From an optimization exercise on the open Yosys and OpenROAD flow, aimed at small area, a short achievable clock period and few clock cycles per item; shortcuts taken in it are not production practice. At most, simulation tests tie the RTL to the original design; equivalence was not proved. Function not checked in runs 1 and 2: the RTL went through the layout flow alone.

## flow/design.v (module list and top-level ports; edited modules follow where they fit)
// module yrc_yuv_px: 620 lines
// module yrc_chroma: 738 lines
// module yrc_gray_px: 374 lines
// module yrc_pix2x2: 77 lines
module yrc_pix2x2 (
    input  wire        clk,
    input  wire        rst,         
    input  wire        in_valid,
    output wire        in_ready,
    input  wire [31:0] in_y,        
    input  wire [7:0]  in_v,
    input  wire [7:0]  in_u,
    output reg         out_valid,
    input  wire        out_ready,
    output reg  [95:0] out_rgb,     
    output reg  [31:0] out_gray     
);
  // ...
==> flow/flow/run.sh <==
#!/bin/bash
# Standard layout with two changes:
#  - between synthesis and floorplan, flow/invpush.py removes inverters around
#    full-adder cells in the synthesized netlist (a full adder is self-dual),
#    keeping every register as synthesized;
#  - the port buffers that global placement inserts are buf_2 cells.
set -euo pipefail
R=orfs/results/${FLOW_PLATFORM}/yrc_pix2x2/base
bash standard.sh synth > synth.log 2>&1
cp $R/1_2_yosys.v $R/1_2_yosys_std.v
python3 flow/invpush.py $R/1_2_yosys_std.v $R/1_2_yosys.v > invpush.log 2>&1
# rebuild the synthesis database from the edited netlist, then lay it out
rm -f $R/1_synth.odb $R/1_synth.sdc
bash standard.sh finish "BUFFER_PORTS_ARGS=-buffer_cell sky130_fd_sc_hd__buf_2" > layout.log 2>&1
==> flow/flow/invpush.py <==
#!/usr/bin/env python3
"""Remove inverters around full adders in a mapped sky130 netlist.

A full adder is self-dual: FA(~a, ~b, ~c) = (~sum, ~cout). Yosys's full-adder
extraction often leaves inverters between full adders. This script chooses,
for every fa cell, whether it computes its function or its complement so
that as few inverters as possible are needed, then rebuilds the inverters:
one inverter per net whose complement is used. Registers and all other
cells are kept as they are. Usage: invpush.py IN.v OUT.v"""
import re, sys, random

OUTS = {"X", "Y", "Q", "Q_N", "SUM", "COUT", "HI", "LO"}
INV = "sky130_fd_sc_hd__inv_1"
FA = "sky130_fd_sc_hd__fa_1"

src = open(sys.argv[1]).read()
mod = re.search(r"module\s+(\w+)\s*\((.*?)\);(.*?)endmodule", src, re.S)
head_end = mod.start(3)
body = mod.group(3)
cell_re = re.compile(r"\n(\s*)(sky130_fd_sc_hd__\w+)\s+(\S+)\s*\((.*?)\);", re.S)
pin_re = re.compile(r"\.(\w+)\(([^()]*)\)")
cells = []
for m in cell_re.finditer(body):
    pins = [(p, n.strip()) for p, n in pin_re.findall(m.group(4))]
    cells.append([m.group(2), m.group(3), pins])
decl = cell_re.sub("", body)   # wire / input / output declarations

ports = set()
for m in re.finditer(r"^\s*(input|output)\s+(\[[^\]]*\]\s*)?(\w+)\s*;", decl, re.M):
    ports.add(m.group(3))
def is_port(net):
    return net.split("[")[0].strip() in ports or net.startswith("1'")

driver = {}
for i, (ty, nm, pins) in enumerate(cells):
    for p, n in pins:
        if p in OUTS: driver[n] = (i, p)

# inverters we may remove: input and output are internal nets
inv_of = {}   # output net -> input net
for i, (ty, nm, pins) in enumerate(cells):
    if ty.startswith("sky130_fd_sc_hd__inv_") or ty.startswith("sky130_fd_sc_hd__clkinv_"):
        d = dict(pins)
        if not is_port(d["Y"]):
            inv_of[d["Y"]] = d["A"]
def lit(net):
    """(source net, polarity) of a net, looking through removable inverters."""
    pol = 0
    while net in inv_of:
        net = inv_of[net]; pol ^= 1
    return net, pol

removed = set(i for i, (ty, nm, pins) in enumerate(cells)
              if (ty.startswith("sky130_fd_sc_hd__inv_") or ty.startswith("sky130_fd_sc_hd__clkinv_"))
              and dict(pins)["Y"] in inv_of)
fa_idx = [i for i, c in enumerate(cells) if c[0] == FA]
fa_pos = {i: k for k, i in enumerate(fa_idx)}
flip = {i: 0 for i in fa_idx}

# consumers: (cell index or None, pin, source, pol)
cons = []
for i, (ty, nm, pins) in enumerate(cells):
    if i in removed: continue
    for p, n in pins:
        if p in OUTS: continue
        s, pol = lit(n)
        cons.append((i, p, s, pol))
# output ports driven through removable inverters: keep them as loads
port_loads = []
for n in list(inv_of):
    pass
# a net whose source is an fa output is flipped with that fa
def src_flip(s):
    d = driver.get(s)
    if d and d[0] in flip: return flip[d[0]]
    return 0
by_src = {}
for k, (i, p, s, pol) in enumerate(cons):
    by_src.setdefault(s, []).append(k)
def need_inv(k):
    i, p, s, pol = cons[k]
    f = flip.get(i, 0) if cells[i][0] == FA else 0
    return pol ^ src_flip(s) ^ f
# nets that must stay un-inverted as seen by ports: a removable inverter's input
# net that is itself a port output is not an issue; output ports are never
# removable inverter outputs by construction. But a port net driven by a flipped
# fa would change the port's value: forbid flipping fas that drive ports.
fixed = set()
for i in fa_idx:
    for p, n in cells[i][2]:
        if p in OUTS and is_port(n): fixed.add(i)
def cost_src(s):
    return 1 if any(need_inv(k) for k in by_src.get(s, [])) else 0
def fa_nets(i):
    ins = [lit(n)[0] for p, n in cells[i][2] if p not in OUTS]
    outs = [n for p, n in cells[i][2] if p in OUTS]
    return set(ins + outs)
total0 = sum(cost_src(s) for s in by_src)
rng = random.Random(1)
free = [i for i in fa_idx if i not in fixed]
netsof = {i: fa_nets(i) for i in free}
cur = total0; best = cur; best_flip = dict(flip); rounds = 0
T = 0.6
for rounds in range(400):
    rng.shuffle(free)
    for i in free:
        nets = netsof[i]
        before = sum(cost_src(s) for s in nets)
        flip[i] ^= 1
        after = sum(cost_src(s) for s in nets)
        d = after - before
        if d <= 0 or rng.random() < pow(2.718, -d / T):
            cur += d
            if cur < best: best = cur; best_flip = dict(flip)
        else:
            flip[i] ^= 1
    T *= 0.985
flip.update(best_flip)
total1 = sum(cost_src(s) for s in by_src)
sys.stderr.write("inverters: %d removable, before %d, after %d, flipped %d fa, %d rounds\n"
                 % (len(removed), total0, total1, sum(flip.values()), rounds))

def esc(n):
    n = n.strip()
    return n + " " if n.startswith("\\") else n

# rebuild
new_inv = {}
extra_decl = []
def inv_net(s):
    if s not in new_inv:
        nn = "\\invp_%d " % len(new_inv)
        new_inv[s] = nn
        extra_decl.append("  wire %s;" % nn)
    return new_inv[s]
conn = {}
for k, (i, p, s, pol) in enumerate(cons):
    conn[(i, p)] = inv_net(s) if need_inv(k) else s
out = [src[:head_end], decl.rstrip("\n"), "\n".join(extra_decl)]
for i, (ty, nm, pins) in enumerate(cells):
    if i in removed: continue
    ps = ",\n".join("    .%s(%s)" % (p, esc(n if p in OUTS else conn[(i, p)])) for p, n in pins)
    out.append("  %s %s (\n%s\n  );" % (ty, nm, ps))
for s, nn in new_inv.items():
    out.append("  %s \\invp_cell_%s  (\n    .A(%s),\n    .Y(%s)\n  );" % (INV, nn.strip()[6:], esc(s), esc(nn)))
out.append("endmodule\n")
rest = src[mod.end():]
open(sys.argv[2], "w").write("\n".join(out) + rest)
==> flow/standard.sh <==
#!/bin/bash
# synth_recipe.tcl (not shown) runs the flow's synth.tcl, then flattens the netlist and writes it again
# the make line also repeats each setting of config.mk as NAME=value (left out here)
make -C /OpenROAD-flow-scripts/flow DESIGN_CONFIG=/design/flow/config.mk WORK_HOME=/design/flow/orfs CLKGATE_MAP_FILE= SYNTH_SCRIPT=/design/flow/synth_recipe.tcl "${@:-finish}"
==> flow/config.mk <==
export PLATFORM = sky130hd
export DESIGN_NAME = yrc_pix2x2
export DESIGN_NICKNAME = yrc_pix2x2
export VERILOG_FILES = /design/flow/design.v
export SDC_FILE = /design/flow/constraint.sdc
export NUM_CORES = 4
export LEC_CHECK = 0
export CAP_MARGIN = 20
export CORE_MARGIN = 2
export CORE_UTILIZATION = 40
export SLEW_MARGIN = 20
==> flow/constraint.sdc <==
create_clock -name core_clock -period 22.0 [get_ports {clk}]
set_input_delay 4.4000 -clock core_clock [delete_from_list [all_inputs] [get_ports {clk}]]
set_output_delay 4.4000 -clock core_clock [all_outputs]
set_load 0.01 [all_outputs]
==> metrics.cfg, run 1 <==
[status]
status=no timing/DRC/antenna violations

[logic_synthesis]
netlist_area_um2=41700
syn_nets=4832
synthCells=3472

[routing]
vias=26200
wl_met1_um=48300
antenna_left=0

[timing]
final.setup.worst_slack_ns=13.72
rsz0062_at_grt=no
fin_crit_ns=8.28
fmax_ghz=0.121

[critical_path]
cp-end-kind=flop
slowest_delay_ns=0.66
cpLargestDelayFamily=adder cells
path_common_cell=fa_1
crit_path_max_fanout=8
critPathSlowestCell=xnor2_1
crit_path_end=s2[19]
r2r_cells=27
required_ns=22.36

[worst_hold_path]
holdPathStages=2

[flow_run]
drv_cap=0

[clocking]
cts.sinks=356
cts.htree.levels=2
cts_setup_buffers=0

[finish]
top_area_cell_class=multi-input combinational cells
diodes=0
seq_area_share_pct=22.0
layout_common_cells=663 x ha_1, 645 x fa_1, 453 x inv_1

[global_routing]
gr-usage-met1_pct=28.5

==> module yrc_yuv_px, before the edit <==
module yrc_yuv_px (
    input  wire [7:0]  yl,    
    input  wire [17:0] cr,    
    input  wire [28:0] cg,    
    input  wire [18:0] cb,    
    output wire [10:0] rs,    
    output wire [9:0]  gs,    
    output wire [10:0] bs     
);
    wire [7:0] nyl = ~yl;
    wire t0 = ~yl[7];
    wire t1 = ~yl[6];
    wire t2 = ~yl[7];
    wire t3 = ~yl[4];
    wire t4 = ~(yl[5] ^ yl[3]);
    wire t5 = yl[5] | yl[3];
    wire t6 = ~(yl[6] ^ yl[4]);
    wire t7 = yl[6] | yl[4];
    wire t8 = ~(~yl[5] ^ yl[3] ^ yl[0]);
    wire t9 = ~((~yl[5] & ~yl[3]) | (~yl[5] & ~yl[0]) | (~yl[3] & ~yl[0]));
    wire t10 = ~(~yl[7] ^ yl[4] ^ yl[1]);
    wire t11 = ~((~yl[7] & ~yl[4]) | (~yl[7] & ~yl[1]) | (~yl[4] & ~yl[1]));
    wire t12 = ~(~yl[6] ^ yl[5] ^ yl[2]);
    wire t13 = ~((~yl[6] & ~yl[5]) | (~yl[6] & ~yl[2]) | (~yl[5] & ~yl[2]));
    wire t14 = ~(yl[7] ^ yl[6]);
    wire t15 = yl[7] | yl[6];
    wire t16 = ~yl[7];
    wire t17 = ~nyl[5];
    wire t18 = nyl[6] ^ nyl[1];
    wire t19 = nyl[6] & nyl[1];
    wire t20 = nyl[7] ^ nyl[2];
    wire t21 = nyl[7] & nyl[2];
    wire t22 = ~nyl[3];
    wire t23 = ~nyl[4];
    wire t24 = ~nyl[5];
    wire t25 = ~nyl[6];
    wire t26 = ~(nyl[7] ^ yl[0]);
    wire t27 = nyl[7] | yl[0];
    wire t28 = ~yl[2];
    wire t29 = ~(yl[3] ^ yl[1]);
    wire t30 = yl[3] | yl[1];
    wire t31 = ~(~yl[2] ^ yl[0] ^ t3);
    wire t32 = ~((~yl[2] & ~yl[0]) | (~yl[2] & ~t3) | (~yl[0] & ~t3));
    wire t33 = ~(~yl[4] ^ yl[1] ^ t4);
    wire t34 = ~((~yl[4] & ~yl[1]) | (~yl[4] & ~t4) | (~yl[1] & ~t4));
    wire t35 = ~(~t5 ^ yl[2] ^ t6);
    wire t36 = ~((~t5 & ~yl[2]) | (~t5 & ~t6) | (~yl[2] & ~t6));
    wire t37 = ~(~t7 ^ t0 ^ t8);
    wire t38 = ~((~t7 & ~t0) | (~t7 & ~t8) | (~t0 & ~t8));
    wire t39 = ~(~t9 ^ t1 ^ t10);
    wire t40 = ~((~t9 & ~t1) | (~t9 & ~t10) | (~t1 & ~t10));
    wire t41 = ~(~t11 ^ t2 ^ t12);
    wire t42 = ~((~t11 & ~t2) | (~t11 & ~t12) | (~t2 & ~t12));
    wire t43 = ~(~t13 ^ yl[3] ^ t14);
    wire t44 = ~((~t13 & ~yl[3]) | (~t13 & ~t14) | (~yl[3] & ~t14));
    wire t45 = ~(~t15 ^ yl[4] ^ t16);
    wire t46 = ~((~t15 & ~yl[4]) | (~t15 & ~t16) | (~yl[4] & ~t16));
    wire t47 = ~(yl[7] ^ yl[5]);
    wire t48 = yl[7] | yl[5];
    wire t49 = ~yl[6];
    wire t50 = ~yl[7];
    wire t51 = ~nyl[0];
    wire t52 = nyl[0] ^ t17;
    wire t53 = nyl[0] & t17;
    wire t54 = nyl[5] ^ t18;
    wire t55 = nyl[5] & t18;
    wire t56 = t19 ^ t20;
    wire t57 = t19 & t20;
    wire t58 = t21 ^ t22;
    wire t59 = t21 & t22;
    wire t60 = nyl[3] ^ t23;
    wire t61 = nyl[3] & t23;
    wire t62 = nyl[4] ^ t24;
    wire t63 = nyl[4] & t24;
    wire t64 = nyl[5] ^ t25;
    wire t65 = nyl[5] & t25;
    wire t66 = nyl[6] ^ t26;
    wire t67 = nyl[6] & t26;
    wire t68 = t27 ^ yl[1];
    wire t69 = t27 & yl[1];
    wire t70 = yl[0] ^ t28;
    wire t71 = yl[0] & t28;
    wire t72 = yl[2] ^ t29;
    wire t73 = yl[2] & t29;
    wire t74 = t30 ^ t31;
    wire t75 = t30 & t31;
    wire t76 = t32 ^ t33;
    wire t77 = t32 & t33;
    wire t78 = t34 ^ t35;
    wire t79 = t34 & t35;
    wire t80 = t36 ^ t37;
    wire t81 = t36 & t37;
    wire t82 = t38 ^ t39;
    wire t83 = t38 & t39;
    wire t84 = t40 ^ t41;
    wire t85 = t40 & t41;
    wire t86 = t42 ^ t43;
    wire t87 = t42 & t43;
    wire t88 = t44 ^ t45;
    wire t89 = t44 & t45;
    wire t90 = t46 ^ t47;
    wire t91 = t46 & t47;
    wire t92 = t48 ^ t49;
    wire t93 = t48 & t49;
    wire t94 = yl[6] ^ t50;
    wire t95 = yl[6] & t50;
    wire t96 = ~yl[7];
    wire t97 = nyl[1] & nyl[0];
    wire t98 = nyl[1] & t51;
    wire t99 = nyl[3] & nyl[2];
    wire t100 = t52 & nyl[4];
    wire t101 = t57 | (t56 & t55);
    wire t102 = t56 & t54;
    wire t103 = t61 | (t60 & t59);
    wire t104 = t60 & t58;
    wire t105 = t65 | (t64 & t63);
    wire t106 = t64 & t62;
    wire t107 = t69 | (t68 & t67);
    wire t108 = t68 & t66;
    wire t109 = t73 | (t72 & t71);
    wire t110 = t72 & t70;
    wire t111 = t77 | (t76 & t75);
    wire t112 = t76 & t74;
    wire t113 = t81 | (t80 & t79);
    wire t114 = t80 & t78;
    wire t115 = t85 | (t84 & t83);
    wire t116 = t84 & t82;
    wire t117 = t89 | (t88 & t87);
    wire t118 = t88 & t86;
    wire t119 = t93 | (t92 & t91);
    wire t120 = t92 & t90;
    wire t121 = yl[7] | (t96 & t95);
    wire t122 = t96 & t94;
    wire t123 = t99 & t97;
    wire t124 = t99 & t98;
    wire t125 = t101 | (t102 & t53);
    wire t126 = t102 & t100;
    wire t127 = t105 | (t106 & t103);
    wire t128 = t106 & t104;
    wire t129 = t109 | (t110 & t107);
    wire t130 = t110 & t108;
    wire t131 = t113 | (t114 & t111);
    wire t132 = t114 & t112;
    wire t133 = t117 | (t118 & t115);
    wire t134 = t118 & t116;
    wire t135 = t121 | (t122 & t119);
    wire t136 = t122 & t120;
    wire t137 = t125 | (t126 & t123);
    wire t138 = t126 & t124;
    wire t139 = t129 | (t130 & t127);
    wire t140 = t130 & t128;
    wire t141 = t133 | (t134 & t131);
    wire t142 = t134 & t132;
    wire t143 = t139 | (t140 & t137);
    wire t144 = t140 & t138;
    wire t145 = t141 | (t142 & t143);
    wire t146 = t142 & t144;
    wire t147 = t127 | (t128 & t137);
    wire t148 = t128 & t138;
    wire t149 = t131 | (t132 & t143);
    wire t150 = t132 & t144;
    wire t151 = t135 | (t136 & t145);
    wire t152 = t136 & t146;
    wire t153 = t53 | (t100 & t123);
    wire t154 = t100 & t124;
    wire t155 = t103 | (t104 & t137);
    wire t156 = t104 & t138;
    wire t157 = t107 | (t108 & t147);
    wire t158 = t108 & t148;
    wire t159 = t111 | (t112 & t143);
    wire t160 = t112 & t144;
    wire t161 = t115 | (t116 & t149);
    wire t162 = t116 & t150;
    wire t163 = t119 | (t120 & t145);
    wire t164 = t120 & t146;
    wire t165 = nyl[2] & t97;
    wire t166 = nyl[2] & t98;
    wire t167 = nyl[4] & t123;
    wire t168 = nyl[4] & t124;
    wire t169 = t55 | (t54 & t153);
    wire t170 = t54 & t154;
    wire t171 = t59 | (t58 & t137);
    wire t172 = t58 & t138;
    wire t173 = t63 | (t62 & t155);
    wire t174 = t62 & t156;
    wire t175 = t67 | (t66 & t147);
    wire t176 = t66 & t148;
    wire t177 = t71 | (t70 & t157);
    wire t178 = t70 & t158;
    wire t179 = t75 | (t74 & t143);
    wire t180 = t74 & t144;
    wire t181 = t79 | (t78 & t159);
    wire t182 = t78 & t160;
    wire t183 = t83 | (t82 & t149);
    wire t184 = t82 & t150;
    wire t185 = t87 | (t86 & t161);
    wire t186 = t86 & t162;
    wire t187 = t91 | (t90 & t145);
    wire t188 = t90 & t146;
    wire t189 = t95 | (t94 & t163);
    wire t190 = t94 & t164;
    wire t191 = nyl[1] ^ nyl[0];
    wire t192 = nyl[2] ^ t97;
    wire t193 = nyl[3] ^ t165;
    wire t194 = nyl[4] ^ t123;
    wire t195 = t52 ^ t167;
    wire t196 = t54 ^ t153;
    wire t197 = t56 ^ t169;
    wire t198 = t58 ^ t137;
    wire t199 = t60 ^ t171;
    wire t200 = t62 ^ t155;
    wire t201 = t64 ^ t173;
    wire t202 = t66 ^ t147;
    wire t203 = t68 ^ t175;
    wire t204 = t70 ^ t157;
    wire t205 = t72 ^ t177;
    wire t206 = t74 ^ t143;
    wire t207 = t76 ^ t179;
    wire t208 = t78 ^ t159;
    wire t209 = t80 ^ t181;
    wire t210 = t82 ^ t149;
    wire t211 = t84 ^ t183;
    wire t212 = t86 ^ t161;
    wire t213 = t88 ^ t185;
    wire t214 = t90 ^ t145;
    wire t215 = t92 ^ t187;
    wire t216 = t94 ^ t163;
    wire t217 = t96 ^ t189;
    wire t218 = t51 ^ cg[0];
    wire t219 = t51 & cg[0];
    wire t220 = t191 ^ cg[1];
    wire t221 = t191 & cg[1];
    wire t222 = t192 ^ cg[2];
    wire t223 = t192 & cg[2];
    wire t224 = t193 ^ cg[3];
    wire t225 = t193 & cg[3];
    wire t226 = t194 ^ cg[4];
    wire t227 = t194 & cg[4];
    wire t228 = t195 ^ cg[5];
    wire t229 = t195 & cg[5];
    wire t230 = t196 ^ cg[6];
    wire t231 = t196 & cg[6];
    wire t232 = t197 ^ cg[7];
    wire t233 = t197 & cg[7];
    wire t234 = t198 ^ cg[8];
    wire t235 = t198 & cg[8];
    wire t236 = t199 ^ cg[9];
    wire t237 = t199 & cg[9];
    wire t238 = t200 ^ cg[10];
    wire t239 = t200 & cg[10];
    wire t240 = t201 ^ cg[11];
    wire t241 = t201 & cg[11];
    wire t242 = t202 ^ cg[12];
    wire t243 = t202 & cg[12];
    wire t244 = t203 ^ cg[13];
    wire t245 = t203 & cg[13];
    wire t246 = t204 ^ cg[14];
    wire t247 = t204 & cg[14];
    wire t248 = t205 ^ cg[15];
    wire t249 = t205 & cg[15];
    wire t250 = t206 ^ cg[16];
    wire t251 = t206 & cg[16];
    wire t252 = t207 ^ cg[17];
    wire t253 = t207 & cg[17];
    wire t254 = t208 ^ cg[18];
    wire t255 = t208 & cg[18];
    wire t256 = t209 ^ cg[19];
    wire t257 = t209 & cg[19];
    wire t258 = t210 ^ cg[20];
    wire t259 = t210 & cg[20];
    wire t260 = t211 ^ cg[21];
    wire t261 = t211 & cg[21];
    wire t262 = t212 ^ cg[22];
    wire t263 = t212 & cg[22];
    wire t264 = t213 ^ cg[23];
    wire t265 = t213 & cg[23];
    wire t266 = t214 ^ cg[24];
    wire t267 = t214 & cg[24];
    wire t268 = t215 ^ cg[25];
    wire t269 = t215 & cg[25];
    wire t270 = t216 ^ cg[26];
    wire t271 = t216 & cg[26];
    wire t272 = t217 ^ cg[27];
    wire t273 = t217 & cg[27];
    wire t274 = t221 | (t220 & t219);
    wire t275 = t220 & t218;
    wire t276 = t225 | (t224 & t223);
    wire t277 = t224 & t222;
    wire t278 = t229 | (t228 & t227);
    wire t279 = t228 & t226;
    wire t280 = t233 | (t232 & t231);
    wire t281 = t232 & t230;
    wire t282 = t237 | (t236 & t235);
    wire t283 = t236 & t234;
    wire t284 = t241 | (t240 & t239);
    wire t285 = t240 & t238;
    wire t286 = t245 | (t244 & t243);
    wire t287 = t244 & t242;
    wire t288 = t249 | (t248 & t247);
    wire t289 = t248 & t246;
    wire t290 = t253 | (t252 & t251);
    wire t291 = t252 & t250;
    wire t292 = t257 | (t256 & t255);
    wire t293 = t256 & t254;
    wire t294 = t261 | (t260 & t259);
    wire t295 = t260 & t258;
    wire t296 = t265 | (t264 & t263);
    wire t297 = t264 & t262;
    wire t298 = t269 | (t268 & t267);
    wire t299 = t268 & t266;
    wire t300 = t273 | (t272 & t271);
    wire t301 = t272 & t270;
    wire t302 = t276 | (t277 & t274);
    wire t303 = t277 & t275;
    wire t304 = t280 | (t281 & t278);
    wire t305 = t281 & t279;
    wire t306 = t284 | (t285 & t282);
    wire t307 = t285 & t283;
    wire t308 = t288 | (t289 & t286);
    wire t309 = t289 & t287;
    wire t310 = t292 | (t293 & t290);
    wire t311 = t293 & t291;
    wire t312 = t296 | (t297 & t294);
    wire t313 = t297 & t295;
    wire t314 = t300 | (t301 & t298);
    wire t315 = t301 & t299;
    wire t316 = t304 | (t305 & t302);
    wire t317 = t305 & t303;
    wire t318 = t308 | (t309 & t306);
    wire t319 = t309 & t307;
    wire t320 = t312 | (t313 & t310);
    wire t321 = t313 & t311;
    wire t322 = t318 | (t319 & t316);
    wire t323 = t319 & t317;
    wire t324 = t320 | (t321 & t322);
    wire t325 = t321 & t323;
    wire t326 = t306 | (t307 & t316);
    wire t327 = t307 & t317;
    wire t328 = t310 | (t311 & t322);
    wire t329 = t311 & t323;
    wire t330 = t314 | (t315 & t324);
    wire t331 = t315 & t325;
    wire t332 = t278 | (t279 & t302);
    wire t333 = t279 & t303;
    wire t334 = t282 | (t283 & t316);
    wire t335 = t283 & t317;
    wire t336 = t286 | (t287 & t326);
    wire t337 = t287 & t327;
    wire t338 = t290 | (t291 & t322);
    wire t339 = t291 & t323;
    wire t340 = t294 | (t295 & t328);
    wire t341 = t295 & t329;
    wire t342 = t298 | (t299 & t324);
    wire t343 = t299 & t325;
    wire t344 = t223 | (t222 & t274);
    wire t345 = t222 & t275;
    wire t346 = t227 | (t226 & t302);
    wire t347 = t226 & t303;
    wire t348 = t231 | (t230 & t332);
    wire t349 = t230 & t333;
    wire t350 = t235 | (t234 & t316);
    wire t351 = t234 & t317;
    wire t352 = t239 | (t238 & t334);
    wire t353 = t238 & t335;
    wire t354 = t243 | (t242 & t326);
    wire t355 = t242 & t327;
    wire t356 = t247 | (t246 & t336);
    wire t357 = t246 & t337;
    wire t358 = t251 | (t250 & t322);
    wire t359 = t250 & t323;
    wire t360 = t255 | (t254 & t338);
    wire t361 = t254 & t339;
    wire t362 = t259 | (t258 & t328);
    wire t363 = t258 & t329;
    wire t364 = t263 | (t262 & t340);
    wire t365 = t262 & t341;
    wire t366 = t267 | (t266 & t324);
    wire t367 = t266 & t325;
    wire t368 = t271 | (t270 & t342);
    wire t369 = t270 & t343;
    wire t370 = cg[28] & t330;
    wire t371 = cg[28] & t331;
    wire t372 = t256 ^ t360;
    wire t373 = t258 ^ t328;
    wire t374 = t260 ^ t362;
    wire t375 = t262 ^ t340;
    wire t376 = t264 ^ t364;
    wire t377 = t266 ^ t324;
    wire t378 = t268 ^ t366;
    wire t379 = t270 ^ t342;
    wire t380 = t272 ^ t368;
    wire t381 = cg[28] ^ t330;
    wire t382 = t200 ^ cr[0];
    wire t383 = t200 & cr[0];
    wire t384 = t201 ^ cr[1];
    wire t385 = t201 & cr[1];
    wire t386 = t202 ^ cr[2];
    wire t387 = t202 & cr[2];
    wire t388 = t203 ^ cr[3];
    wire t389 = t203 & cr[3];
    wire t390 = t204 ^ cr[4];
    wire t391 = t204 & cr[4];
    wire t392 = t205 ^ cr[5];
    wire t393 = t205 & cr[5];
    wire t394 = t206 ^ cr[6];
    wire t395 = t206 & cr[6];
    wire t396 = t207 ^ cr[7];
    wire t397 = t207 & cr[7];
    wire t398 = t208 ^ cr[8];
    wire t399 = t208 & cr[8];
    wire t400 = t209 ^ cr[9];
    wire t401 = t209 & cr[9];
    wire t402 = t210 ^ cr[10];
    wire t403 = t210 & cr[10];
    wire t404 = t211 ^ cr[11];
    wire t405 = t211 & cr[11];
    wire t406 = t212 ^ cr[12];
    wire t407 = t212 & cr[12];
    wire t408 = t213 ^ cr[13];
    wire t409 = t213 & cr[13];
    wire t410 = t214 ^ cr[14];
    wire t411 = t214 & cr[14];
    wire t412 = t215 ^ cr[15];
    wire t413 = t215 & cr[15];
    wire t414 = t216 ^ cr[16];
    wire t415 = t216 & cr[16];
    wire t416 = t217 ^ cr[17];
    wire t417 = t217 & cr[17];
    wire t418 = t385 | (t384 & t383);
    wire t419 = t384 & t382;
    wire t420 = t389 | (t388 & t387);
    wire t421 = t388 & t386;
    wire t422 = t393 | (t392 & t391);
    wire t423 = t392 & t390;
    wire t424 = t397 | (t396 & t395);
    wire t425 = t396 & t394;
    wire t426 = t401 | (t400 & t399);
    wire t427 = t400 & t398;
    wire t428 = t405 | (t404 & t403);
    wire t429 = t404 & t402;
    wire t430 = t409 | (t408 & t407);
    wire t431 = t408 & t406;
    wire t432 = t413 | (t412 & t411);
    wire t433 = t412 & t410;
    wire t434 = t417 | (t416 & t415);
    wire t435 = t416 & t414;
    wire t436 = cr[17] & cr[17];
    wire t437 = t420 | (t421 & t418);
    wire t438 = t421 & t419;
    wire t439 = t424 | (t425 & t422);
    wire t440 = t425 & t423;
    wire t441 = t428 | (t429 & t426);
    wire t442 = t429 & t427;
    wire t443 = t432 | (t433 & t430);
    wire t444 = t433 & t431;
    wire t445 = t436 & t434;
    wire t446 = t436 & t435;
    wire t447 = t439 | (t440 & t437);
    wire t448 = t440 & t438;
    wire t449 = t443 | (t444 & t441);
    wire t450 = t444 & t442;
    wire t451 = t449 | (t450 & t447);
    wire t452 = t450 & t448;
    wire t453 = t441 | (t442 & t447);
    wire t454 = t442 & t448;
    wire t455 = t445 | (t446 & t451);
    wire t456 = t446 & t452;
    wire t457 = t422 | (t423 & t437);
    wire t458 = t423 & t438;
    wire t459 = t426 | (t427 & t447);
    wire t460 = t427 & t448;
    wire t461 = t430 | (t431 & t453);
    wire t462 = t431 & t454;
    wire t463 = t434 | (t435 & t451);
    wire t464 = t435 & t452;
    wire t465 = t387 | (t386 & t418);
    wire t466 = t386 & t419;
    wire t467 = t391 | (t390 & t437);
    wire t468 = t390 & t438;
    wire t469 = t395 | (t394 & t457);
    wire t470 = t394 & t458;
    wire t471 = t399 | (t398 & t447);
    wire t472 = t398 & t448;
    wire t473 = t403 | (t402 & t459);
    wire t474 = t402 & t460;
    wire t475 = t407 | (t406 & t453);
    wire t476 = t406 & t454;
    wire t477 = t411 | (t410 & t461);
    wire t478 = t410 & t462;
    wire t479 = t415 | (t414 & t451);
    wire t480 = t414 & t452;
    wire t481 = cr[17] & t463;
    wire t482 = cr[17] & t464;
    wire t483 = t400 ^ t471;
    wire t484 = t402 ^ t459;
    wire t485 = t404 ^ t473;
    wire t486 = t406 ^ t453;
    wire t487 = t408 ^ t475;
    wire t488 = t410 ^ t461;
    wire t489 = t412 ^ t477;
    wire t490 = t414 ^ t451;
    wire t491 = t416 ^ t479;
    wire t492 = cr[17] ^ t463;
    wire t493 = cr[17] ^ t481;
    wire t494 = t200 ^ cb[0];
    wire t495 = t200 & cb[0];
    wire t496 = t201 ^ cb[1];
    wire t497 = t201 & cb[1];
    wire t498 = t202 ^ cb[2];
    wire t499 = t202 & cb[2];
    wire t500 = t203 ^ cb[3];
    wire t501 = t203 & cb[3];
    wire t502 = t204 ^ cb[4];
    wire t503 = t204 & cb[4];
    wire t504 = t205 ^ cb[5];
    wire t505 = t205 & cb[5];
    wire t506 = t206 ^ cb[6];
    wire t507 = t206 & cb[6];
    wire t508 = t207 ^ cb[7];
    wire t509 = t207 & cb[7];
    wire t510 = t208 ^ cb[8];
    wire t511 = t208 & cb[8];
    wire t512 = t209 ^ cb[9];
    wire t513 = t209 & cb[9];
    wire t514 = t210 ^ cb[10];
    wire t515 = t210 & cb[10];
    wire t516 = t211 ^ cb[11];
    wire t517 = t211 & cb[11];
    wire t518 = t212 ^ cb[12];
    wire t519 = t212 & cb[12];
    wire t520 = t213 ^ cb[13];
    wire t521 = t213 & cb[13];
    wire t522 = t214 ^ cb[14];
    wire t523 = t214 & cb[14];
    wire t524 = t215 ^ cb[15];
    wire t525 = t215 & cb[15];
    wire t526 = t216 ^ cb[16];
    wire t527 = t216 & cb[16];
    wire t528 = t217 ^ cb[17];
    wire t529 = t217 & cb[17];
    wire t530 = t497 | (t496 & t495);
    wire t531 = t496 & t494;
    wire t532 = t501 | (t500 & t499);
    wire t533 = t500 & t498;
    wire t534 = t505 | (t504 & t503);
    wire t535 = t504 & t502;
    wire t536 = t509 | (t508 & t507);
    wire t537 = t508 & t506;
    wire t538 = t513 | (t512 & t511);
    wire t539 = t512 & t510;
    wire t540 = t517 | (t516 & t515);
    wire t541 = t516 & t514;
    wire t542 = t521 | (t520 & t519);
    wire t543 = t520 & t518;
    wire t544 = t525 | (t524 & t523);
    wire t545 = t524 & t522;
    wire t546 = t529 | (t528 & t527);
    wire t547 = t528 & t526;
    wire t548 = cb[18] & cb[18];
    wire t549 = t532 | (t533 & t530);
    wire t550 = t533 & t531;
    wire t551 = t536 | (t537 & t534);
    wire t552 = t537 & t535;
    wire t553 = t540 | (t541 & t538);
    wire t554 = t541 & t539;
    wire t555 = t544 | (t545 & t542);
    wire t556 = t545 & t543;
    wire t557 = t548 & t546;
    wire t558 = t548 & t547;
    wire t559 = t551 | (t552 & t549);
    wire t560 = t552 & t550;
    wire t561 = t555 | (t556 & t553);
    wire t562 = t556 & t554;
    wire t563 = t561 | (t562 & t559);
    wire t564 = t562 & t560;
    wire t565 = t553 | (t554 & t559);
    wire t566 = t554 & t560;
    wire t567 = t557 | (t558 & t563);
    wire t568 = t558 & t564;
    wire t569 = t534 | (t535 & t549);
    wire t570 = t535 & t550;
    wire t571 = t538 | (t539 & t559);
    wire t572 = t539 & t560;
    wire t573 = t542 | (t543 & t565);
    wire t574 = t543 & t566;
    wire t575 = t546 | (t547 & t563);
    wire t576 = t547 & t564;
    wire t577 = t499 | (t498 & t530);
    wire t578 = t498 & t531;
    wire t579 = t503 | (t502 & t549);
    wire t580 = t502 & t550;
    wire t581 = t507 | (t506 & t569);
    wire t582 = t506 & t570;
    wire t583 = t511 | (t510 & t559);
    wire t584 = t510 & t560;
    wire t585 = t515 | (t514 & t571);
    wire t586 = t514 & t572;
    wire t587 = t519 | (t518 & t565);
    wire t588 = t518 & t566;
    wire t589 = t523 | (t522 & t573);
    wire t590 = t522 & t574;
    wire t591 = t527 | (t526 & t563);
    wire t592 = t526 & t564;
    wire t593 = cb[18] & t575;
    wire t594 = cb[18] & t576;
    wire t595 = t512 ^ t583;
    wire t596 = t514 ^ t571;
    wire t597 = t516 ^ t585;
    wire t598 = t518 ^ t565;
    wire t599 = t520 ^ t587;
    wire t600 = t522 ^ t573;
    wire t601 = t524 ^ t589;
    wire t602 = t526 ^ t563;
    wire t603 = t528 ^ t591;
    wire t604 = cb[18] ^ t575;
    wire t605 = cb[18] ^ t593;
    assign rs = {t493, t492, t491, t490, t489, t488, t487, t486, t485, t484, t483};
    assign gs = {t381, t380, t379, t378, t377, t376, t375, t374, t373, t372};
    assign bs = {t605, t604, t603, t602, t601, t600, t599, t598, t597, t596, t595};
endmodule
==> run 2, diff against run 1 <==
--- a/flow/design.v
+++ b/flow/design.v
@@ -221,53 +221,53 @@
     wire t210 = t82 ^ t149;
     wire t211 = t84 ^ t183;
     wire t212 = t86 ^ t161;
     wire t213 = t88 ^ t185;
     wire t214 = t90 ^ t145;
     wire t215 = t92 ^ t187;
     wire t216 = t94 ^ t163;
     wire t217 = t96 ^ t189;
-    wire t218 = t51 ^ cg[0];
+    wire t218 = t51 | cg[0];
     wire t219 = t51 & cg[0];
-    wire t220 = t191 ^ cg[1];
+    wire t220 = t191 | cg[1];
     wire t221 = t191 & cg[1];
-    wire t222 = t192 ^ cg[2];
+    wire t222 = t192 | cg[2];
     wire t223 = t192 & cg[2];
-    wire t224 = t193 ^ cg[3];
+    wire t224 = t193 | cg[3];
     wire t225 = t193 & cg[3];
-    wire t226 = t194 ^ cg[4];
+    wire t226 = t194 | cg[4];
     wire t227 = t194 & cg[4];
-    wire t228 = t195 ^ cg[5];
+    wire t228 = t195 | cg[5];
     wire t229 = t195 & cg[5];
-    wire t230 = t196 ^ cg[6];
+    wire t230 = t196 | cg[6];
     wire t231 = t196 & cg[6];
-    wire t232 = t197 ^ cg[7];
+    wire t232 = t197 | cg[7];
     wire t233 = t197 & cg[7];
-    wire t234 = t198 ^ cg[8];
+    wire t234 = t198 | cg[8];
     wire t235 = t198 & cg[8];
-    wire t236 = t199 ^ cg[9];
+    wire t236 = t199 | cg[9];
     wire t237 = t199 & cg[9];
-    wire t238 = t200 ^ cg[10];
+    wire t238 = t200 | cg[10];
     wire t239 = t200 & cg[10];
-    wire t240 = t201 ^ cg[11];
+    wire t240 = t201 | cg[11];
     wire t241 = t201 & cg[11];
-    wire t242 = t202 ^ cg[12];
+    wire t242 = t202 | cg[12];
     wire t243 = t202 & cg[12];
-    wire t244 = t203 ^ cg[13];
+    wire t244 = t203 | cg[13];
     wire t245 = t203 & cg[13];
-    wire t246 = t204 ^ cg[14];
+    wire t246 = t204 | cg[14];
     wire t247 = t204 & cg[14];
-    wire t248 = t205 ^ cg[15];
+    wire t248 = t205 | cg[15];
     wire t249 = t205 & cg[15];
-    wire t250 = t206 ^ cg[16];
+    wire t250 = t206 | cg[16];
     wire t251 = t206 & cg[16];
-    wire t252 = t207 ^ cg[17];
+    wire t252 = t207 | cg[17];
     wire t253 = t207 & cg[17];
-    wire t254 = t208 ^ cg[18];
+    wire t254 = t208 | cg[18];
     wire t255 = t208 & cg[18];
     wire t256 = t209 ^ cg[19];
     wire t257 = t209 & cg[19];
     wire t258 = t210 ^ cg[20];
     wire t259 = t210 & cg[20];
     wire t260 = t211 ^ cg[21];
     wire t261 = t211 & cg[21];
     wire t262 = t212 ^ cg[22];
@@ -385,33 +385,33 @@
     wire t374 = t260 ^ t362;
     wire t375 = t262 ^ t340;
     wire t376 = t264 ^ t364;
     wire t377 = t266 ^ t324;
     wire t378 = t268 ^ t366;
     wire t379 = t270 ^ t342;
     wire t380 = t272 ^ t368;
     wire t381 = cg[28] ^ t330;
-    wire t382 = t200 ^ cr[0];
+    wire t382 = t200 | cr[0];
     wire t383 = t200 & cr[0];
-    wire t384 = t201 ^ cr[1];
+    wire t384 = t201 | cr[1];
     wire t385 = t201 & cr[1];
-    wire t386 = t202 ^ cr[2];
+    wire t386 = t202 | cr[2];
     wire t387 = t202 & cr[2];
-    wire t388 = t203 ^ cr[3];
+    wire t388 = t203 | cr[3];
     wire t389 = t203 & cr[3];
-    wire t390 = t204 ^ cr[4];
+    wire t390 = t204 | cr[4];
     wire t391 = t204 & cr[4];
-    wire t392 = t205 ^ cr[5];
+    wire t392 = t205 | cr[5];
     wire t393 = t205 & cr[5];
-    wire t394 = t206 ^ cr[6];
+    wire t394 = t206 | cr[6];
     wire t395 = t206 & cr[6];
-    wire t396 = t207 ^ cr[7];
+    wire t396 = t207 | cr[7];
     wire t397 = t207 & cr[7];
-    wire t398 = t208 ^ cr[8];
+    wire t398 = t208 | cr[8];
     wire t399 = t208 & cr[8];
     wire t400 = t209 ^ cr[9];
     wire t401 = t209 & cr[9];
     wire t402 = t210 ^ cr[10];
     wire t403 = t210 & cr[10];
     wire t404 = t211 ^ cr[11];
     wire t405 = t211 & cr[11];
     wire t406 = t212 ^ cr[12];
@@ -497,33 +497,33 @@
     wire t486 = t406 ^ t453;
     wire t487 = t408 ^ t475;
     wire t488 = t410 ^ t461;
     wire t489 = t412 ^ t477;
     wire t490 = t414 ^ t451;
     wire t491 = t416 ^ t479;
     wire t492 = cr[17] ^ t463;
     wire t493 = cr[17] ^ t481;
-    wire t494 = t200 ^ cb[0];
+    wire t494 = t200 | cb[0];
     wire t495 = t200 & cb[0];
-    wire t496 = t201 ^ cb[1];
+    wire t496 = t201 | cb[1];
     wire t497 = t201 & cb[1];
-    wire t498 = t202 ^ cb[2];
+    wire t498 = t202 | cb[2];
     wire t499 = t202 & cb[2];
-    wire t500 = t203 ^ cb[3];
+    wire t500 = t203 | cb[3];
     wire t501 = t203 & cb[3];
-    wire t502 = t204 ^ cb[4];
+    wire t502 = t204 | cb[4];
     wire t503 = t204 & cb[4];
-    wire t504 = t205 ^ cb[5];
+    wire t504 = t205 | cb[5];
     wire t505 = t205 & cb[5];
-    wire t506 = t206 ^ cb[6];
+    wire t506 = t206 | cb[6];
     wire t507 = t206 & cb[6];
-    wire t508 = t207 ^ cb[7];
+    wire t508 = t207 | cb[7];
     wire t509 = t207 & cb[7];
-    wire t510 = t208 ^ cb[8];
+    wire t510 = t208 | cb[8];
     wire t511 = t208 & cb[8];
     wire t512 = t209 ^ cb[9];
     wire t513 = t209 & cb[9];
     wire t514 = t210 ^ cb[10];
     wire t515 = t210 & cb[10];
     wire t516 = t211 ^ cb[11];
     wire t517 = t211 & cb[11];
     wire t518 = t212 ^ cb[12];
@@ -689,21 +689,21 @@
     wire c59 = ~(~c24 ^ v[3] ^ c25);
     wire c60 = ~((~c24 & ~v[3]) | (~c24 & ~c25) | (~v[3] & ~c25));
     wire c61 = ~(~c26 ^ v[4] ^ c27);
     wire c62 = ~((~c26 & ~v[4]) | (~c26 & ~c27) | (~v[4] & ~c27));
     wire c63 = ~(~nv[6] ^ nv[7] ^ v[5]);
     wire c64 = ~((~nv[6] & ~nv[7]) | (~nv[6] & ~v[5]) | (~nv[7] & ~v[5]));
     wire c65 = ~v[6];
     wire c66 = ~v[1];
-    wire c67 = v[0] ^ c28;
+    wire c67 = v[0] | c28;
     wire c68 = v[0] & c28;
-    wire c69 = v[2] ^ c29;
+    wire c69 = v[2] | c29;
     wire c70 = v[2] & c29;
-    wire c71 = c30 ^ c31;
+    wire c71 = c30 | c31;
     wire c72 = c30 & c31;
     wire c73 = c32 ^ c33;
     wire c74 = c32 & c33;
     wire c75 = c34 ^ c35;
     wire c76 = c34 & c35;
     wire c77 = c36 ^ c37;
     wire c78 = c36 & c37;
     wire c79 = c38 ^ c39;
@@ -882,31 +882,31 @@
     wire c252 = ~((~u[6] & ~u[7]) | (~u[6] & ~u[4]) | (~u[7] & ~u[4]));
     wire c253 = ~u[7];
     wire c254 = ~u[1];
     wire c255 = ~u[2];
     wire c256 = ~u[3];
     wire c257 = ~u[4];
     wire c258 = ~u[5];
     wire c259 = ~u[6];
-    wire c260 = nu[0] ^ c222;
+    wire c260 = nu[0] | c222;
     wire c261 = nu[0] & c222;
-    wire c262 = u[2] ^ c223;
+    wire c262 = u[2] | c223;
     wire c263 = u[2] & c223;
-    wire c264 = c224 ^ c225;
+    wire c264 = c224 | c225;
     wire c265 = c224 & c225;
-    wire c266 = c226 ^ c227;
+    wire c266 = c226 | c227;
     wire c267 = c226 & c227;
-    wire c268 = c228 ^ c229;
+    wire c268 = c228 | c229;
     wire c269 = c228 & c229;
-    wire c270 = c230 ^ c231;
+    wire c270 = c230 | c231;
     wire c271 = c230 & c231;
-    wire c272 = c232 ^ c233;
+    wire c272 = c232 | c233;
     wire c273 = c232 & c233;
-    wire c274 = c234 ^ c235;
+    wire c274 = c234 | c235;
     wire c275 = c234 & c235;
     wire c276 = c236 ^ c237;
     wire c277 = c236 & c237;
     wire c278 = c238 ^ c239;
     wire c279 = c238 & c239;
     wire c280 = c240 ^ c241;
     wire c281 = c240 & c241;
     wire c282 = c242 ^ c243;
@@ -1599,43 +1599,43 @@
     wire t225 = ~((~t184 & ~t148) | (~t184 & ~t185) | (~t148 & ~t185));
     wire t226 = ~(~t186 ^ t152 ^ t187);
     wire t227 = ~((~t186 & ~t152) | (~t186 & ~t187) | (~t152 & ~t187));
     wire t228 = ~(~t188 ^ t154 ^ t189);
     wire t229 = ~((~t188 & ~t154) | (~t188 & ~t189) | (~t154 & ~t189));
     wire t230 = ~(~t190 ^ g[7] ^ t191);
     wire t231 = ~((~t190 & ~g[7]) | (~t190 & ~t191) | (~g[7] & ~t191));
     wire t232 = ~r[7];
-    wire t233 = r[0] ^ g[0];
+    wire t233 = r[0] | g[0];
     wire t234 = r[0] & g[0];
-    wire t235 = g[1] ^ t192;
+    wire t235 = g[1] | t192;
     wire t236 = g[1] & t192;
-    wire t237 = t193 ^ t194;
+    wire t237 = t193 | t194;
     wire t238 = t193 & t194;
-    wire t239 = t195 ^ t196;
+    wire t239 = t195 | t196;
     wire t240 = t195 & t196;
-    wire t241 = t197 ^ t198;
+    wire t241 = t197 | t198;
     wire t242 = t197 & t198;
-    wire t243 = t199 ^ t200;
+    wire t243 = t199 | t200;
     wire t244 = t199 & t200;
-    wire t245 = t201 ^ t202;
+    wire t245 = t201 | t202;
     wire t246 = t201 & t202;
-    wire t247 = t203 ^ t204;
+    wire t247 = t203 | t204;
     wire t248 = t203 & t204;
-    wire t249 = t205 ^ t206;
+    wire t249 = t205 | t206;
     wire t250 = t205 & t206;
-    wire t251 = t207 ^ t208;
+    wire t251 = t207 | t208;
     wire t252 = t207 & t208;
-    wire t253 = t209 ^ t210;
+    wire t253 = t209 | t210;
     wire t254 = t209 & t210;
-    wire t255 = t211 ^ t212;
+    wire t255 = t211 | t212;
     wire t256 = t211 & t212;
-    wire t257 = t213 ^ t214;
+    wire t257 = t213 | t214;
     wire t258 = t213 & t214;
-    wire t259 = t215 ^ t216;
+    wire t259 = t215 | t216;
     wire t260 = t215 & t216;
     wire t261 = t217 ^ t218;
     wire t262 = t217 & t218;
     wire t263 = t219 ^ t220;
     wire t264 = t219 & t220;
     wire t265 = t221 ^ t222;
     wire t266 = t221 & t222;
     wire t267 = t223 ^ t224;
==> run 2 against run 1 <==
Still clean on timing, DRC and antenna. Worst hold slack improved by 0.015 ns. Sequential share of layout area rose by 0.66 points. Non-clock buffer count unchanged. Critical path type unchanged. Critical endpoint is now s2[114]. Highest routed layer unchanged.
==> metrics.cfg, run 2 <==
[logic_synthesis]
syn_avg_cell_area_um2=11.6  ; was 12.0 µm²
synthCells=3503  ; was 3472
yosysWarnings=1  ; unchanged
syn_nets=4669  ; was 4832
netlist_area_um2=40600  ; was 41700 µm²

[finish]
fin_util_pct=44.6  ; about the same
largest-register=s2  ; unchanged
mostFrequentLayoutCell=fa_1  ; was ha_1
final_nets=4881  ; was 5066
largest_reg_flops=128  ; unchanged
diodes=0  ; unchanged
syn2layout_area_growth_pct=10.4  ; was 10.6%
finalNonFillerCells=5108  ; was 5122
drive_gt1_share_pct=11.8  ; was 11.7%
layout_common_cells=645 x fa_1, 481 x inv_1, 469 x ha_1  ; was 663 x ha_1, 645 x fa_1, 453 x inv_1
fillCellCount=9370  ; was 9501
largestRegisters=s2 (128), out_rgb (96)  ; unchanged
postLayoutCellArea_um2=44800  ; was 46200 µm²

[global_routing]
grt_pass1_wl_um=165000  ; was 166000 µm
grt_remaining_overflow=0  ; unchanged
antenna_found_initial=0  ; unchanged
grt_pass1_vias=28000  ; was 27900
grtUsageTotal_pct=20.8  ; was 20.3%
grt_max_degree=81  ; was 135

[routing]
drt_iter0_drc=1785  ; was 1402
drc=0  ; unchanged
wl_per_cell_um=20.5  ; about the same
routed_wl_um=105000  ; about the same
antenna_left=0  ; unchanged
drtPass1Iterations=5  ; unchanged
routed_via_density=5.20  ; was 5.12
vias=26500  ; was 26200

[clocking]
cts_tree=built  ; unchanged
clk_path_buf_depth=3  ; unchanged
hold_buffers=0  ; unchanged
clkSlewWorstSetupHoldPaths_ns=0.06  ; about the same
cts_made_buffers=44  ; was 45
cts_setup_buffers=0  ; unchanged
clkLatencyLatePin_ns=0.64  ; about the same
cts_resized=0  ; unchanged
cts.sinks=356  ; unchanged
cts_root_buf=clkbuf_16  ; unchanged
cts.htree.levels=2  ; unchanged

[critical_path]
cp-end-kind=flop  ; unchanged
r2r_cells=21  ; was 27
crit_path_max_fanout=10  ; was 8
required_ns=22.37  ; was 22.36 ns
cp.arrival_ns=8.58  ; was 8.65 ns
start_kind=flop  ; unchanged
critPathKind=reg2reg  ; unchanged

[floorplan]
rows=116  ; was 118
die_w_um=323  ; was 327 µm
core_um2=100000  ; was 103000 µm²
die_area_um2=104000  ; was 107000 µm²
io_pins=182  ; unchanged
fp.dieH_um=323  ; was 327 µm
start_util_pct=40.4  ; was 40.3%

[timing]
fin_crit_ns=8.21  ; was 8.28 ns
fin_crit_sh_pct=37.3  ; was 37.7%
skew_ns=0.0298  ; was 0.0283 ns
maxSlewViolCount=0  ; unchanged
slew_headroom_pct=22.8  ; was 21.4%
setup_tns_ns=0  ; unchanged
rsz0062_at_grt=no  ; unchanged
fmax_ghz=0.122  ; was 0.121 GHz
worst_slew_pin_slew_ns=1.15  ; was 1.17 ns
hold_viol_final=0  ; unchanged
setup_viol=0  ; unchanged

[worst_hold_path]
holdPathStages=1  ; was 2
min_path_type=reg2reg  ; unchanged

[placement]
dpl_cell_area_um2=43300  ; was 44500 µm²
dp_hpwl_um=87000  ; was 87900 µm
place_inst=5026  ; was 5039
io_buffers=181  ; unchanged
gp_congestion=0.951  ; was 0.905

[status]
status=no timing/DRC/antenna violations  ; unchanged

[flow_run]
drv_cap=0  ; unchanged

run 2: per-stage QoR:
| stage | setup slack, ns | hold WS, ns |
|---|---|---|
| after floorplan | 8.33 | 0.426 |
| after global placement | 13.91 | 0.456 |
| after detailed placement | 13.84 | 0.461 |
| after CTS | 13.81 | 0.479 |
| after global routing | 13.30 | 0.487 |
| final | 13.80 | 0.474 |
run 2: worst max-delay path, stage by stage, from the launching register on:
cell and delay, ns:
edfxtp_1 0.67, inv_1 0.42, fa_1 0.53, fa_1 0.52
fa_1 0.43, ha_1 0.35, and4_1 0.22, a221oi_1 0.47
o21ai_0 0.32, nor2_1 0.17, o21bai_1 0.14, a21o_1 0.21
a21o_1 0.18, fa_1 0.73, o22ai_1 0.17, or3_1 0.43
a211o_1 0.24, a221oi_1 0.27, a211o_1 0.33, a211oi_1 0.17
o41ai_2 0.50, fa_1 0.48
run 2: path summary, 6_finish.rpt:
kind / endpoint / slack, ns / start
worst min-delay path: sk[9] / 0.47 / sk[9]
worst max-delay path: s2[114] / 13.80 / s1[41]
worst max register to register: s2[114] / 13.80 / s1[41]
worst min register to register: sk[9] / 0.47 / sk[9]
run 2: final cells by class:
class	count	area (µm²)	area share [%]
multi-input cells	2626	28500	63.6
flip-flops and latches	356	10200	22.7
inverters	481	1810	4.03
well taps	1357	1700	3.79
clock buffers	54	1140	2.54
repair buffers	206	1090	2.44
clock inverters	28	408	0.910
run 2: layer usage:
metal  up-vias  GRT usage, %  wire (µm)
met1     13300          28.9      47200
met5         -             0          0
met4         0          5.82       3030
met3       151          3.75       6100
met2       707          33.6      48400
li1      12400             -          -
==> module yrc_pix2x2, before the edit <==
module yrc_pix2x2 (
    input  wire        clk,
    input  wire        rst,         
    input  wire        in_valid,
    output wire        in_ready,
    input  wire [31:0] in_y,        
    input  wire [7:0]  in_v,
    input  wire [7:0]  in_u,
    output reg         out_valid,
    input  wire        out_ready,
    output reg  [95:0] out_rgb,     
    output reg  [31:0] out_gray     
);
    wire adv = !out_valid || out_ready;
    reg        sk_valid;
    reg [47:0] sk;
    reg        s1_valid, s2_valid;
    reg [47:0] s1;
    reg [127:0] s2;    
    assign in_ready = !sk_valid;
    wire in_fire = in_valid && !sk_valid;
    always @(posedge clk) begin
        if (rst) begin
            sk_valid  <= 1'b0;
            s1_valid  <= 1'b0;
            s2_valid  <= 1'b0;
            out_valid <= 1'b0;
        end else begin
            if (adv) begin
                sk_valid  <= 1'b0;
                s1_valid  <= sk_valid || in_fire;
                s2_valid  <= s1_valid;
                out_valid <= s2_valid;
            end else if (in_fire) begin
                sk_valid  <= 1'b1;
            end
        end
    end
    always @(posedge clk) begin
        if (!sk_valid) sk <= {in_u, in_v, in_y};
    end
    wire [7:0]  y_v = s1[39:32];
    wire [7:0]  y_u = s1[47:40];
    wire [17:0] cr;
    wire [28:0] cg;
    wire [18:0] cb;
    yrc_chroma u_chroma (.v(y_v), .u(y_u), .nv(~y_v), .nu(~y_u), .cr(cr), .cg(cg), .cb(cb));
    wire [127:0] sums;
    wire [95:0]  rgb;
    wire [31:0]  gray;
    wire [47:0] blk = sk_valid ? sk : {in_u, in_v, in_y};
    wire [31:0] yl;
    genvar k;
    generate
        for (k = 0; k < 4; k = k + 1) begin : px
            assign yl[8*k +: 8] = (blk[8*k+4 +: 4] == 4'd0) ? 8'd0
                                : {blk[8*k+4 +: 4] - 4'd1, blk[8*k +: 4]};
            yrc_yuv_px u_yuv (
                .yl(s1[8*k +: 8]), .cr(cr), .cg(cg), .cb(cb),
                .rs(sums[32*k +: 11]), .gs(sums[32*k+11 +: 10]), .bs(sums[32*k+21 +: 11])
            );
            yrc_gray_px u_gray (
                .rs(s2[32*k +: 11]), .gs(s2[32*k+11 +: 10]), .bs(s2[32*k+21 +: 11]),
                .r(rgb[24*k +: 8]), .g(rgb[24*k+8 +: 8]), .b(rgb[24*k+16 +: 8]),
                .gray(gray[8*k +: 8])
            );
        end
    endgenerate
    always @(posedge clk) begin
        if (adv) begin
            s1       <= {blk[47:32], yl};
            s2       <= sums;
            out_rgb  <= rgb;
            out_gray <= gray;
        end
    end
endmodule
==> run 3, diff against run 2 <==
--- a/flow/design.v
+++ b/flow/design.v
@@ -1744,51 +1744,61 @@
     output reg  [31:0] out_gray     
 );
     wire adv = !out_valid || out_ready;
-    reg        sk_valid;
-    reg [47:0] sk;
-    reg        s1_valid, s2_valid;
-    reg [47:0] s1;
-    reg [127:0] s2;    
-    assign in_ready = !sk_valid;
-    wire in_fire = in_valid && !sk_valid;
+    reg  [1:0]  cnt;                
+    reg         full;               
+    reg  [47:0] f0, f1;             
+    reg         s1_valid, s2_valid;
+    reg  [97:0] s1;                 
+    reg  [127:0] s2;                
+    assign in_ready = !full;
+    wire push = in_valid && !full;
+    wire pop  = adv && (cnt != 2'd0);
+    wire [31:0] yl_in;
+    genvar k;
+    generate
+        for (k = 0; k < 4; k = k + 1) begin : yin
+            assign yl_in[8*k +: 8] = (in_y[8*k+4 +: 4] == 4'd0) ? 8'd0
+                                   : {in_y[8*k+4 +: 4] - 4'd1, in_y[8*k +: 4]};
+        end
+    endgenerate
+    wire [47:0] blk_in = {in_u, in_v, yl_in};
     always @(posedge clk) begin
         if (rst) begin
-            sk_valid  <= 1'b0;
+            cnt       <= 2'd0;
+            full      <= 1'b0;
             s1_valid  <= 1'b0;
             s2_valid  <= 1'b0;
             out_valid <= 1'b0;
         end else begin
+            cnt  <= cnt + {1'b0, push} - {1'b0, pop};
+            full <= (cnt + {1'b0, push} - {1'b0, pop}) == 2'd2;
             if (adv) begin
-                sk_valid  <= 1'b0;
-                s1_valid  <= sk_valid || in_fire;
+                s1_valid  <= cnt != 2'd0;
                 s2_valid  <= s1_valid;
                 out_valid <= s2_valid;
-            end else if (in_fire) begin
-                sk_valid  <= 1'b1;
             end
         end
     end
     always @(posedge clk) begin
-        if (!sk_valid) sk <= {in_u, in_v, in_y};
+        if (cnt == 2'd0 || pop) f0 <= full ? f1 : blk_in;
+        if (!full)              f1 <= blk_in;
     end
-    wire [7:0]  y_v = s1[39:32];
-    wire [7:0]  y_u = s1[47:40];
+    wire [7:0]  h_v = f0[39:32];
+    wire [7:0]  h_u = f0[47:40];
     wire [17:0] cr;
     wire [28:0] cg;
     wire [18:0] cb;
-    yrc_chroma u_chroma (.v(y_v), .u(y_u), .nv(~y_v), .nu(~y_u), .cr(cr), .cg(cg), .cb(cb));
+    yrc_chroma u_chroma (.v(h_v), .u(h_u), .nv(~h_v), .nu(~h_u), .cr(cr), .cg(cg), .cb(cb));
+    wire [17:0] s1_cr = s1[49:32];
+    wire [28:0] s1_cg = s1[78:50];
+    wire [18:0] s1_cb = s1[97:79];
     wire [127:0] sums;
     wire [95:0]  rgb;
     wire [31:0]  gray;
-    wire [47:0] blk = sk_valid ? sk : {in_u, in_v, in_y};
-    wire [31:0] yl;
-    genvar k;
     generate
         for (k = 0; k < 4; k = k + 1) begin : px
-            assign yl[8*k +: 8] = (blk[8*k+4 +: 4] == 4'd0) ? 8'd0
-                                : {blk[8*k+4 +: 4] - 4'd1, blk[8*k +: 4]};
             yrc_yuv_px u_yuv (
-                .yl(s1[8*k +: 8]), .cr(cr), .cg(cg), .cb(cb),
+                .yl(s1[8*k +: 8]), .cr(s1_cr), .cg(s1_cg), .cb(s1_cb),
                 .rs(sums[32*k +: 11]), .gs(sums[32*k+11 +: 10]), .bs(sums[32*k+21 +: 11])
             );
             yrc_gray_px u_gray (
@@ -1800,7 +1810,7 @@
     endgenerate
     always @(posedge clk) begin
         if (adv) begin
-            s1       <= {blk[47:32], yl};
+            s1       <= {cb, cg, cr, f0[31:0]};
             s2       <= sums;
             out_rgb  <= rgb;
             out_gray <= gray;
==> flow/flow/run.sh (replaced) <==
#!/bin/bash
# Standard layout with three changes:
#  - between synthesis and floorplan, flow/invpush.py removes inverters around
#    full-adder cells in the synthesized netlist (a full adder is self-dual),
#    keeping every register as synthesized;
#  - the port buffers that global placement inserts are buf_2 cells;
#  - timing repair aims at 16.5 ns of setup slack (the clock stays 22 ns), so
#    that it sizes the critical paths for a shorter achieved period.
set -euo pipefail
R=orfs/results/${FLOW_PLATFORM}/yrc_pix2x2/base
bash standard.sh synth > synth.log 2>&1
cp $R/1_2_yosys.v $R/1_2_yosys_std.v
python3 flow/invpush.py $R/1_2_yosys_std.v $R/1_2_yosys.v > invpush.log 2>&1
# rebuild the synthesis database from the edited netlist, then lay it out
rm -f $R/1_synth.odb $R/1_synth.sdc
bash standard.sh finish "BUFFER_PORTS_ARGS=-buffer_cell sky130_fd_sc_hd__buf_2" SETUP_SLACK_MARGIN=16.5 > layout.log 2>&1
==> run 3 against run 2 <==
Final cell count grew 6.7%. Final area grew 14%. Clock-buffer cell count rose by 11. Highest routed layer is now met5.
==> metrics.cfg, run 3 <==
[floorplan]
rows=120  ; was 116
start_util_pct=40.4  ; about the same
fp.dieH_um=333  ; was 323 µm
die_area_um2=111000  ; was 104000 µm²
io_pins=182  ; unchanged
core_um2=107000  ; was 100000 µm²
die_w_um=333  ; was 323 µm

[critical_path]
crit_path_max_fanout=7  ; was 10
rrSetupSlack_ns=16.18  ; was 13.80 ns
r2r_end=out_gray[7]  ; was s2[114]
start_kind=flop  ; unchanged
cp.arrival_ns=6.23  ; was 8.58 ns
critPathKind=reg2reg  ; unchanged
rr_startpoint=s2[8]  ; was s1[41]
cp-end-kind=flop  ; unchanged
required_ns=22.41  ; was 22.37 ns
r2r_cells=19  ; was 21

[finish]
drive_gt1_share_pct=23.9  ; was 11.8%
mostFrequentLayoutCell=fa_1  ; unchanged
largest_reg_flops=128  ; unchanged
layout_common_cells=585 x fa_1, 440 x ha_1, 429 x inv_1  ; was 645 x fa_1, 481 x inv_1, 469 x ha_1
largest-register=s2  ; unchanged
final_nets=5162  ; was 4881
syn2layout_area_growth_pct=18.1  ; was 10.4%
largestRegisters=s2 (128), s1 (97), out_rgb (96)  ; was s2 (128), out_rgb (96)
fillCellCount=9650  ; was 9370

[global_routing]
antenna_found_initial=5  ; was 0
grt_remaining_overflow=0  ; unchanged
grt_max_degree=100  ; was 81
grtUsageTotal_pct=20.1  ; was 20.8%
grt_pass1_wl_um=172000  ; was 165000 µm
grt_pass1_vias=29300  ; was 28000

[placement]
io_buffers=181  ; unchanged
dp_hpwl_um=86500  ; was 87000 µm
pre_cts_slack_ns=15.00  ; was 13.84 ns
gp_congestion=0.895  ; was 0.951

[clocking]
clk_path_buf_depth=3  ; unchanged
hold_buffers=0  ; unchanged
clkSlewWorstSetupHoldPaths_ns=0.07  ; was 0.06 ns
clkLatencyLatePin_ns=0.66  ; was 0.64 ns
cts_tree=built  ; unchanged
cts.sinks=455  ; was 356
cts_root_buf=clkbuf_16  ; unchanged
cts_made_buffers=54  ; was 44
cts.htree.levels=2  ; unchanged

[timing]
final.setup.worst_slack_ns=16.18  ; was 13.80 ns
maxSlewViolCount=0  ; unchanged
hold_viol_final=0  ; unchanged
skew_ns=0.0408  ; was 0.0298 ns
fin_crit_ns=5.82  ; was 8.21 ns
rsz0062_at_grt=yes  ; was no
slew_headroom_pct=32.8  ; was 22.8%
worst_slew_pin_slew_ns=1.01  ; was 1.15 ns
setup_viol=0  ; unchanged
setup_tns_ns=0  ; unchanged
fin_crit_sh_pct=26.5  ; was 37.3%
fmax_ghz=0.172  ; was 0.122 GHz

[routing]
drc=0  ; unchanged
drtPass1Iterations=8  ; was 5
routed_wl_um=111000  ; was 105000 µm
routed_via_density=5.17  ; was 5.20
drt_iter0_drc=1857  ; was 1785
wl_per_cell_um=20.4  ; was 20.5 µm
antenna_left=0  ; unchanged
vias=28200  ; was 26500

[logic_synthesis]
syn_avg_cell_area_um2=12.1  ; was 11.6 µm²
yosysWarnings=1  ; unchanged
syn_nets=4727  ; was 4669
netlist_area_um2=43300  ; was 40600 µm²
synthCells=3565  ; was 3503

[worst_hold_path]
hp-start=f0[21]  ; was sk[9]
min_path_type=reg2reg  ; unchanged
holdPathStages=0  ; was 1
hold-path-endpoint=s1[21]  ; was sk[9]

[flow_run]
drv_cap=0  ; unchanged

[status]
status=no timing/DRC/antenna violations  ; unchanged

==> run 3: stage by stage <==
step           utilization (%)  instances  cell area (µm²)  hold WS (ns)
6_report                  47.7       5449            51200         0.408
5_1_grt                   47.7       5448            51200         0.415
4_1_cts                   46.2       5335            49600         0.406
3_5_place_dp              42.9       5108            46000         0.405
3_3_place_gp              42.9       5108            46000         0.403
2_1_floorplan                -       3565            43400         0.400
==> run 3: area by class of cell <==
cell class	instances	area [µm²]	area share, %
timing repair inverter	1	5.00	0.00978
timing repair buffer	428	2860	5.59
clock buffer	65	1460	2.84
inverter	511	2120	4.15
tap	1403	1760	3.43
multi-input combinational	2549	29400	57.5
clock inverter	35	404	0.790
antenna	2	5.00	0.00978
sequential	455	13100	25.7
==> run 3: how the worst max path moves through the flow <==
stage / from / endpoint / slack (ns) / depth (start not counted)
finish: s2[8] / out_gray[7] / 16.18 / 19
global route: s2[96] / out_gray[31] / 16.01 / 21
CTS: s2[64] / out_gray[23] / 16.15 / 22
detailed placement: out_ready / out_rgb[20] / 15.00 / 5
global placement: out_ready / out_rgb[23] / 15.07 / 5
floorplan: out_ready / out_gray[0] / 11.74 / 2
==> run 3: worst max-delay path, cell delays in order (launching register included) <==
cell and delay (ns):
edfxtp_1 0.39, or2_4 0.34, o21ai_4 0.18, inv_4 0.05, fa_2 0.58, fa_2 0.43, fa_2 0.36, fa_2 0.38
fa_2 0.62, o22ai_2 0.11, o32ai_2 0.28, maj3_2 0.23, maj3_2 0.25, a2111oi_4 0.04, or3_4 0.43, o21ai_4 0.17
o41ai_2 0.09, fa_2 0.34, xor2_1 0.17, xnor2_1 0.12
==> run 3: timing repair <==
action	in CTS	in global routing
gates resized for setup	196	170
gates cloned	1	2
pin swaps	74	122
setup buffers	126	110
endpoints found under the setup margin	454	505
==> run 3: per-layer routing <==
layer	global-route usage (%)	vias up	part of all wire (%)
met2	33.8	682	48
met5	0	-	0.013
met3	2.90	181	4.7
met1	26.9	14200	44
met4	6.54	4	3.1
li1	-	13100	-
Testbench counts of run 3, summed over its fixed seeds: cycles 8,016, items 8,000.

port drivers added, routing unchanged:
Ports are ideal in the flow. The routed layouts listed here were re-timed in OpenROAD.
Step 1 (the two cells are an assumption about what drives the block):
set clk [get_ports {clk}]
set_driving_cell -lib_cell sky130_fd_sc_hd__clkbuf_16 $clk
set_driving_cell -lib_cell sky130_fd_sc_hd__buf_2 [delete_from_list [all_inputs] $clk]
Step 2, shift: input delay + t, output delay - t, t = (earliest + latest rising clock arrival at the registers) / 2. This alone moves slack from input paths to output paths.
Three values: ideal, step 1, step 2; two values: the first two.
run	shift t [ns]	setup WS [ns]	hold slack, ns	worst register clock-pin slew, ns	worst data-port slew with drivers (ns)
run 1	0.693	13.716 / 13.716 / 13.716	0.459 / 0.459 / 0.459	0.07 / 0.07	0.06
run 2	0.684	13.795 / 13.795 / 13.795	0.474 / 0.474 / 0.474	0.07 / 0.07	0.05
run 3	0.714	16.175 / 16.175 / 15.854	0.408 / 0.408 / 0.408	0.07 / 0.07	0.06
After both steps every run listed still meets setup and hold. The setup slack of run 3, which loses most, moves by 0.000 ns with the drivers and by -0.321 ns with both steps.
